From an optimization exercise on the open Yosys and OpenROAD flow, aimed at small area, a short achievable clock period and few clock cycles; shortcuts taken in it are not production practice. In this exercise RTL edits were held to simulation tests only and were not proved equivalent to the original. Power is estimated from default activity; no workload was simulated.

// gld
module gld (
  input  wire        clk,
  input  wire        rst,
  input  wire        cmd_valid,
  output wire        cmd_ready,
  input  wire [39:0] cmd_word,
  output wire        ch_we,
  output wire [1:0]  ch_idx,
  output reg  [15:0] ch_val,
  output wire        tx_query,
  output wire        rx_release,
  output wire        hs_done,
  output wire        hs_ok,
  output wire        rsp_valid,
  output reg  [31:0] rsp_data,
  output wire        dbg_byte_valid,
  output wire [7:0]  dbg_byte
);
Size in the first run: about 2,400 cells after synthesis, about 110 I/O pins.
==> flow/config.mk <==
export PLATFORM = sky130hd
export DESIGN_NAME = gld
export DESIGN_NICKNAME = gld
export VERILOG_FILES = /design/flow/design.v
export SDC_FILE = /design/flow/constraint.sdc
export NUM_CORES = 4
export LEC_CHECK = 0
export CAP_MARGIN = 20
export CORE_MARGIN = 2
export CORE_UTILIZATION = 65
export CTS_BUF_LIST = sky130_fd_sc_hd__clkbuf_8
export CTS_CLUSTER_DIAMETER = 80
export CTS_CLUSTER_SIZE = 14
export SETUP_SLACK_MARGIN = 4.0
export SLEW_MARGIN = 20
==> flow/constraint.sdc <==
create_clock -name core_clock -period 8.0 [get_ports {clk}]
set_input_delay 1.6000 -clock core_clock [delete_from_list [all_inputs] [get_ports {clk}]]
set_output_delay 1.6000 -clock core_clock [all_outputs]
set_load 0.01 [all_outputs]
standard.sh (not shown) runs the stock make flow with config.mk's settings and CLKGATE_MAP_FILE= SYNTH_SCRIPT=/design/flow/synth_recipe.tcl, a recipe that flattens the netlist after the stock synthesis.
==> flow/flow/run.sh <==
#!/bin/bash
# Standard layout (the standard.sh: standard synthesis, floorplan, place, CTS, route),
# with two changes to how the layout is made:
#  - sizing may swap a cell for one of another footprint (MATCH_CELL_FOOTPRINT=0), so the
#    resizer can upsize weak drivers instead of only adding buffers;
#  - ports are buffered with sky130_fd_sc_hd__buf_2 rather than the default delay-type buffer.
# All output of make (and of the tools it runs) goes to flow_make.log here; ORFS's own per-step
# logs are under orfs/logs/.
set -euo pipefail
bash standard.sh MATCH_CELL_FOOTPRINT=0 "BUFFER_PORTS_ARGS=-buffer_cell sky130_fd_sc_hd__buf_2" finish > flow_make.log 2>&1
Testbench counts at the start, summed over its fixed seeds: cycles 7,334.
Rerun with:
- SETUP_SLACK_MARGIN: 4.0 -> 4.2
Outcome: Combinational power rises by 5.8%. Register-to-register slack gets better by 0.19 ns. Via count rises by about 1.4%. Utilization rises by 2.2 points.
Rerun with:
- ABC_AREA: unset -> 1
- CTS_BUF_LIST: sky130_fd_sc_hd__clkbuf_8 -> unset
- CTS_CLUSTER_DIAMETER: 80 -> 120
- CTS_CLUSTER_SIZE: 14 -> 25
- SETUP_SLACK_MARGIN: 4.2 -> 4.0
Result:
- The changed run passed the timing, DRC and antenna checks
- global-route usage grows by 4.3 points
- design area climbs by 3.2%
- critical path depth came out lower by 5
- via count is higher by 25%
- sequential power went up by about 5%
- worst setup slack loses 0.19 ns
- power increases by 14%
- fmax falls by 4.7%
- non-clock buffer count goes down by 43
- core utilization fell by 2.9 points
- sequential share of layout area came out lower by 1.2 points
Rerun with:
- ABC_AREA: 1 -> unset
- SETUP_SLACK_MARGIN: 4.0 -> 4.2
Effect:
- cell area fell by about 4%
- setup slack gets better by 0.14 ns
- area after synthesis goes down by about 8%
- non-clock buffer count goes up by 27
- synthesized cell count is lower by 29%
- routed wire length went down by about 16%
- count of clock-buffer cells in the layout is lower by 1
- sequential share of layout area climbs by 1.4 points
- register-to-register slack gets better by 0.14 ns
- core utilization grows by 2.3 points
- maximum frequency went up by about 3.7%

---

rev 12:
Starting RTL as in the previous note.
export LEC_CHECK = 0
export CAP_MARGIN = 20
export CORE_MARGIN = 2
export CORE_UTILIZATION = 65
export CTS_CLUSTER_DIAMETER = 120
export CTS_CLUSTER_SIZE = 25
export SETUP_SLACK_MARGIN = 4.0
export SLEW_MARGIN = 20
create_clock -name core_clock -period 8.0 [get_ports {clk}]
Scripts as last shown in full above: flow/flow/run.sh
Testbench counts of rev 12, summed over its fixed seeds: cycles 7,334.
> inputs changed (rev 12 -> rev 13)
- a change of SETUP_SLACK_MARGIN from 4.0 to 4.4
Notes after the runs:
Power density of the placed cells, rev 13 and rev 12: lower on rev 13
[compare] base=rev 12 new=rev 13: worst path arrival time has decreased; share of cell area taken by flip-flops and latches has decreased; clock network power share has decreased; final routed wirelength across all metal layers has increased; first-pass detailed-route iteration total has increased.
Density: rev 13 denser than rev 12
The run showing the greater global-route total usage across every layer is rev 13.
Relative to rev 12, the power of rev 13 is higher by 3.3%.
When the final numbers for rev 13 and rev 12 were put side by side, the delay of the slowest critical-path stage turned out to be smaller in rev 13.

---

gld, a different RTL version from the one above (not shown whole).
Size: ~2200 cells after synthesis, roughly 110 I/O pins.
export LEC_CHECK = 0
export CAP_MARGIN = 20
export CORE_MARGIN = 2
export CORE_UTILIZATION = 40
export SETUP_SLACK_MARGIN = 5.0
export SLEW_MARGIN = 20
create_clock -name core_clock -period 8.0 [get_ports {clk}]
Scripts as last shown in full above: flow/flow/run.sh
The starting point went through all stages and came out clean.
Testbench counts at the start, summed over its fixed seeds: cycles 7,334.
Next try:
--- a/flow/config.mk
+++ b/flow/config.mk
@@ -11 +11 @@
-export SETUP_SLACK_MARGIN = 5.0
+export SETUP_SLACK_MARGIN = 4.0
Result:
- via count fell by 5.3%
- worst setup slack gains 0.0031 ns
- wire length fell by 7.2%
- cell area fell by 11%
- die area stays the same

[port drivers added, routing unchanged]
How much do the figures lean on ideal ports? The routed layouts below were timed once more, with nothing changed but the port constraints. Step 1 sets driving cells, clkbuf_16 on the clock port and buf_2 on the other inputs (assumed; they add their load-dependent delay and slew). Step 2 moves the port delays by t, midway between the first and last clock arrival at a register: inputs arrive t later, outputs are due t later. That takes back most of the time a late clock gives input paths. Three values: ideal, step 1, step 2; two values: the first two.
run | shift t [ns] | slack for setup (ns) | pins driven straight from the clock port
the first run of note 1 | 0.682 | 3.923 / 3.870 / 3.376 | 1
the second run of note 1 | 0.680 | 4.172 / 4.130 / 3.501 | 1
the third run of note 1 | 0.575 | 3.981 / 3.926 / 3.713 | 1
the fourth run of note 1 | 0.572 | 4.124 / 4.124 / 3.552 | 1
rev 12 | 0.585 | 3.975 / 3.917 / 3.428 | 1
rev 13 | 0.582 | 4.202 / 4.145 / 3.693 | 1
the first run of note 3 | 0.622 | 3.862 / 3.801 / 3.389 | 1
the second run of note 3 | 0.605 | 3.865 / 3.812 / 3.400 | 1
After both steps setup and hold are still met in every run listed. For the second run of note 1, which loses most, drivers alone change the setup slack by -0.042 ns; drivers and shift together by -0.671 ns.
